Background: an optimization exercise with open tools, aiming at small area and a short achievable clock period. Do not read the settings as production practice. Where RTL was checked, it was by simulation tests only, not by an equivalence proof against the original. Power figures rest on the tool's default switching activity, not on a simulated workload.

Setup of yarrow:
Design eac32_inspect, start of the top module:
module eac32_inspect (
    input  wire         clk,
    input  wire         rst,
    input  wire         in_valid,
    input  wire [127:0] in_data,
    input  wire [4:0]   in_nbytes,
    input  wire         in_last,
    output reg          rpt_valid,
    output wire [31:0]  rpt_magic,
    output wire [31:0]  rpt_sum,
    output wire [31:0]  rpt_err,
    output wire [31:0]  rpt_explen,
    output wire [31:0]  rpt_lenf,
    output wire [31:0]  rpt_lenb,
    output wire [31:0]  rpt_flags
);
    reg [127:0] d;           
    reg [4:0]   d_nb;
    reg         d_last;
    reg         d_v;         
    reg [31:0]  q;           
    reg         f1, f2;      
    wire [2:0]  in_nw = in_nbytes[4:2];
    always @(posedge clk) begin
        d_nb   <= in_nbytes;
        d_last <= in_last;
        d_v    <= in_valid & ~rst;
        if (in_valid)
            d <= in_data;
        if (rst) begin
            f1 <= 1'b0;
            f2 <= 1'b0;
        end else if (in_valid) begin
            f1 <= ~in_last;
            f2 <= ~in_last & f1;
        end
        if (in_valid & f1) begin
            if (!in_last || in_nw[2])
                q <= d[31:0];
            else if (in_nw == 3'd3)
                q <= d[63:32];
            else if (in_nw == 3'd2)
                q <= d[95:64];
            else if (in_nw == 3'd1)
                q <= d[127:96];
        end
    end
    reg [31:0] acc;
    reg [29:0] lenb;
    reg [31:0] magic;
    reg        fresh;        
    wire [2:0] d_nw = d_nb[4:2];
    wire [31:0] m0 = d[127:96] & {32{d_v & (d_nw != 3'd0)}};
    wire [31:0] m1 = d[95:64]  & {32{d_v & (d_nw[2] | d_nw[1])}};
    wire [31:0] m2 = d[63:32]  & {32{d_v & (d_nw[2] | (d_nw[1] & d_nw[0]))}};
    wire [31:0] m3 = d[31:0]   & {32{d_v & d_nw[2]}};
    wire [31:0] a0 = acc & {32{~fresh}};
    function [63:0] csa;
        input [31:0] x, y, z;
        reg   [31:0] s, c;
        begin
            s = x ^ y ^ z;
            c = (x & y) | (x & z) | (y & z);
            csa = {c[30:0], c[31], s};
        end
    endfunction
    wire [63:0] l1 = csa(m0, m1, m2);
    wire [63:0] l2 = csa(l1[31:0], l1[63:32], m3);
    wire [63:0] l3 = csa(l2[31:0], l2[63:32], a0);
    wire [32:0] t      = {1'b0, l3[31:0]} + {1'b0, l3[63:32]};
    wire [31:0] acc_n  = t[31:0] + {31'd0, t[32]};
    wire        ld_last = d_v & d_last;
    wire [25:0] lhi     = lenb[29:4] & {26{~fresh}};
  ...
Size in the first run: about 280 flip-flops, ~360 I/O pins, ~17000 µm² of cells after synthesis.
Settings: LEC_CHECK=0, CAP_MARGIN=20, CORE_MARGIN=2, CORE_UTILIZATION=40, PLACE_DENSITY=0.6, SLEW_MARGIN=20; clock period 25.0 ns.
run.sh (not shown) runs the stock make flow with config.mk's settings and CLKGATE_MAP_FILE= SYNTH_SCRIPT=/design/flow/synth_recipe.tcl, a recipe that flattens the netlist after the stock synthesis.
yarrow: all stages complete, timing, DRC and antenna checks passed
> inputs changed (yarrow -> sierra)
==> flow/flow/run.sh (new file) <==
#!/bin/bash
# Standard ORFS layout, with plain buffers on the ports, no CTS dummy loads
# and timing repair aimed well below the clock period.
set -euo pipefail
bash standard.sh \
  "BUFFER_PORTS_ARGS=-buffer_cell sky130_fd_sc_hd__buf_2" \
  "CTS_ARGS=-sink_clustering_enable -repair_clock_nets -dont_use_dummy_load" \
  "SETUP_SLACK_MARGIN=${MARGIN:-18.5}" \
  finish > make.log 2>&1
==> flow/standard.sh (new file) <==
#!/bin/bash
# synth_recipe.tcl (not shown) runs the flow's synth.tcl, then flattens the netlist and writes it again
# the make line also repeats each setting of config.mk as NAME=value (left out here)
make -C /OpenROAD-flow-scripts/flow DESIGN_CONFIG=/design/flow/config.mk WORK_HOME=/design/flow/orfs CLKGATE_MAP_FILE= SYNTH_SCRIPT=/design/flow/synth_recipe.tcl "${@:-finish}"
diff --git a/flow/config.mk b/flow/config.mk
--- a/flow/config.mk
+++ b/flow/config.mk
@@ -6,7 +6,8 @@
 export NUM_CORES = 4
 export LEC_CHECK = 0
+export ABC_CLOCK_PERIOD_IN_PS = 6000
 export CAP_MARGIN = 20
 export CORE_MARGIN = 2
-export CORE_UTILIZATION = 40
-export PLACE_DENSITY = 0.6
+export CORE_UTILIZATION = 60
+export PLACE_DENSITY = 0.7
 export SLEW_MARGIN = 20
removed: flow/run.sh
--- outcome ---
Every run in the comparison, yarrow and sierra, completed the flow with a clean layout. A cell at the slowest stage of the critical path of a21o_2 is what yarrow shows, while fa_1 belongs to sierra. [compare] base=yarrow new=sierra: floorplan die area went down; x dimension of the die fell 37 µm; clock skew saw an increase. The most common cell after layout, fill and taps aside comes out buf_2 in one run and clkdlybuf4s50_1 in the other, namely in sierra and yarrow respectively.
Function was not checked in any run of this note: the RTL went through the layout flow alone.

Setup of the reference run:
Another version of the RTL of eac32_inspect (not shown whole).
Size: roughly 1,400 cells after synthesis, roughly 360 I/O pins, ~16,000 sq um of cells after synthesis.
clock: 25.0 ns
lec_check: 0
abc_clock_period_in_ps: 6000
cap_margin: 20
core_margin: 2
core_utilization: 60
place_density: 0.7
slew_margin: 20
standard.sh (not shown) runs the stock make flow with config.mk's settings and CLKGATE_MAP_FILE= SYNTH_SCRIPT=/design/flow/synth_recipe.tcl, a recipe that flattens the netlist after the stock synthesis.
==> flow/flow/run.sh <==
#!/bin/bash
# Standard ORFS layout, with plain buffers on the ports, no CTS dummy loads
# and timing repair aimed well below the clock period.
set -euo pipefail
bash standard.sh \
  "BUFFER_PORTS_ARGS=-buffer_cell sky130_fd_sc_hd__${PORTBUF:-buf_2}" \
  "CTS_ARGS=-sink_clustering_enable -repair_clock_nets -dont_use_dummy_load ${CTSX:-}" \
  "SETUP_SLACK_MARGIN=${MARGIN:-19.0}" \
  finish > make.log 2>&1
The reference run closes out successfully: all stages finished, all timing, DRC and antenna checks passed.
Input changes introduced in the trial run (baseline for comparison: the reference run):
--- a/flow/flow/run.sh
+++ b/flow/flow/run.sh
@@ -8 +8 @@
-  "SETUP_SLACK_MARGIN=${MARGIN:-19.0}" \
+  "SETUP_SLACK_MARGIN=${MARGIN:-18.8}" \
The standard cells in the trial run occupy less silicon area than those in the reference run do.
The trial run has total global routing track utilization below what the reference run had.
The trial run against the reference run: synthesized cell count ~0 delta, routing usage on met3 +0.19 points, placer's final routability congestion estimate -3.5%.
Compared with the reference run, the trial run shows final cycle utilization of the critical path higher by 0.26 points.
Taking the reference run as the reference, in the trial run number of cells after detailed placement comparable, worst setup slack dropped 66 ps.
No functional check of the RTL was part of any run of this note.

Another version of the RTL of eac32_inspect (not shown whole).
Size in the first run: roughly 280 flip-flops, roughly 15000 sq um of cells after synthesis.
Settings: LEC_CHECK=0, ABC_CLOCK_PERIOD_IN_PS=6000, CAP_MARGIN=20, CORE_MARGIN=2, CORE_UTILIZATION=60, PLACE_DENSITY=0.7, SLEW_MARGIN=20; clock period 25.0 ns.
==> flow/flow/run.sh <==
#!/bin/bash
# Standard ORFS layout, with plain buffers on the ports, smaller clock
# buffers and no CTS dummy loads, and timing repair aimed below the period.
set -euo pipefail
bash standard.sh \
  "BUFFER_PORTS_ARGS=-buffer_cell sky130_fd_sc_hd__buf_1" \
  "CTS_ARGS=-sink_clustering_enable -repair_clock_nets -dont_use_dummy_load -buf_list {sky130_fd_sc_hd__clkbuf_8 sky130_fd_sc_hd__clkbuf_16} -sink_clustering_size 20 -sink_clustering_max_diameter 80" \
  "SETUP_SLACK_MARGIN=18.5" SKIP_REPAIR_TIE_FANOUT=1 \
  finish > make.log 2>&1
==> next run, changes <==
--- a/flow/flow/run.sh
+++ b/flow/flow/run.sh
@@ -6,4 +6,4 @@
   "BUFFER_PORTS_ARGS=-buffer_cell sky130_fd_sc_hd__buf_1" \
   "CTS_ARGS=-sink_clustering_enable -repair_clock_nets -dont_use_dummy_load -buf_list {sky130_fd_sc_hd__clkbuf_8 sky130_fd_sc_hd__clkbuf_16} -sink_clustering_size 20 -sink_clustering_max_diameter 80" \
-  "SETUP_SLACK_MARGIN=18.5" SKIP_REPAIR_TIE_FANOUT=1 \
+  "SETUP_SLACK_MARGIN=18.65" \
   finish > make.log 2>&1
Outcome: Area after synthesis stays the same. Worst setup slack improved by 66 ps. Power is about the same.
==> next run, changes <==
--- a/flow/flow/run.sh
+++ b/flow/flow/run.sh
@@ -6,4 +6,4 @@
   "BUFFER_PORTS_ARGS=-buffer_cell sky130_fd_sc_hd__buf_1" \
   "CTS_ARGS=-sink_clustering_enable -repair_clock_nets -dont_use_dummy_load -buf_list {sky130_fd_sc_hd__clkbuf_8 sky130_fd_sc_hd__clkbuf_16} -sink_clustering_size 20 -sink_clustering_max_diameter 80" \
-  "SETUP_SLACK_MARGIN=18.65" \
+  "SETUP_SLACK_MARGIN=18.75" \
   finish > make.log 2>&1
What happened: The changed run completed with no timing, DRC or antenna violations. Global-route usage stays flat. Clock power barely changes. Combinational power stays flat. Final cell count stays flat.
==> next run, changes <==
--- a/flow/flow/run.sh
+++ b/flow/flow/run.sh
@@ -6,4 +6,4 @@
   "BUFFER_PORTS_ARGS=-buffer_cell sky130_fd_sc_hd__buf_1" \
   "CTS_ARGS=-sink_clustering_enable -repair_clock_nets -dont_use_dummy_load -buf_list {sky130_fd_sc_hd__clkbuf_8 sky130_fd_sc_hd__clkbuf_16} -sink_clustering_size 20 -sink_clustering_max_diameter 80" \
-  "SETUP_SLACK_MARGIN=18.75" \
+  "SETUP_SLACK_MARGIN=18.9" SKIP_REPAIR_TIE_FANOUT=1 \
   finish > make.log 2>&1
Non-clock buffer count increases by 30. Hold slack improved by 13 ps. Design area increases by about 2%. Clock power increases by about 2%. Synthesized cell count does not change. Critical path depth is unchanged. Clock skew increases by 23 ps. Utilization increases by 1.4 points. Sequential cell count does not change.
==> next run, changes <==
==> flow/flow/run.sh (replaced) <==
#!/bin/bash
# Standard ORFS layout, with plain buffers on the ports, smaller clock
# buffers and no CTS dummy loads, and timing repair aimed below the period.
set -euo pipefail
bash standard.sh \
  "BUFFER_PORTS_ARGS=-buffer_cell sky130_fd_sc_hd__buf_1" \
  "CTS_ARGS=-sink_clustering_enable -repair_clock_nets -dont_use_dummy_load -buf_list {sky130_fd_sc_hd__clkbuf_16} -sink_clustering_size 25 -sink_clustering_max_diameter 120" \
  "SETUP_SLACK_MARGIN=18.65" SKIP_REPAIR_TIE_FANOUT=1 \
  finish > make.log 2>&1
The changed run ran to the end with no violations.
Wire length falls by a few percent.
Maximum frequency drops slightly.
Critical path depth is unchanged.
Synthesized area is unchanged.

static timing again, ports no longer ideal:
No port has a modelled driver above. Below, the same layouts with a new extraction and two added sets of constraints.
Step 1 assumes that a clkbuf_16 drives the clock port and a buf_2 every other input.
Step 2 adds t to the input delays and takes it off the output delays; t is the mean of the earliest and latest rising clock arrival at the registers after step 1. Input paths then give back, and output paths get back, about the clock's delay inside the block.
a / b / c = ideal ports / drivers / drivers and shift; a / b = the first two.
run	t, ns	setup slack, ns	hold slack, ns	clock arrival spread, ns
yarrow	0.596	15.887 / 15.887 / 15.887	0.486 / 0.486 / 0.486	0.010 / 0.010
sierra	0.593	17.792 / 17.792 / 17.792	0.484 / 0.484 / 0.484	0.035 / 0.035
the reference run	0.601	18.631 / 18.584 / 18.502	0.510 / 0.510 / 0.510	0.025 / 0.025
the trial run	0.587	18.565 / 18.518 / 18.350	0.506 / 0.506 / 0.506	0.042 / 0.042
the first run of note 3	0.552	18.686 / 18.679 / 18.137	0.417 / 0.417 / 0.417	0.039 / 0.038
the second run of note 3	0.543	18.753 / 18.717 / 18.236	0.429 / 0.429 / 0.429	0.050 / 0.050
the third run of note 3	0.546	18.765 / 18.714 / 18.250	0.408 / 0.408 / 0.408	0.032 / 0.032
the fourth run of note 3	0.530	18.733 / 18.682 / 18.472	0.421 / 0.421 / 0.421	0.055 / 0.055
the fifth run of note 3	0.516	18.702 / 18.653 / 18.207	0.414 / 0.414 / 0.414	0.063 / 0.063
After both steps every run listed still meets setup and hold. For the first run of note 3, which loses most, drivers alone change the setup slack by -0.007 ns; drivers and shift together by -0.549 ns.
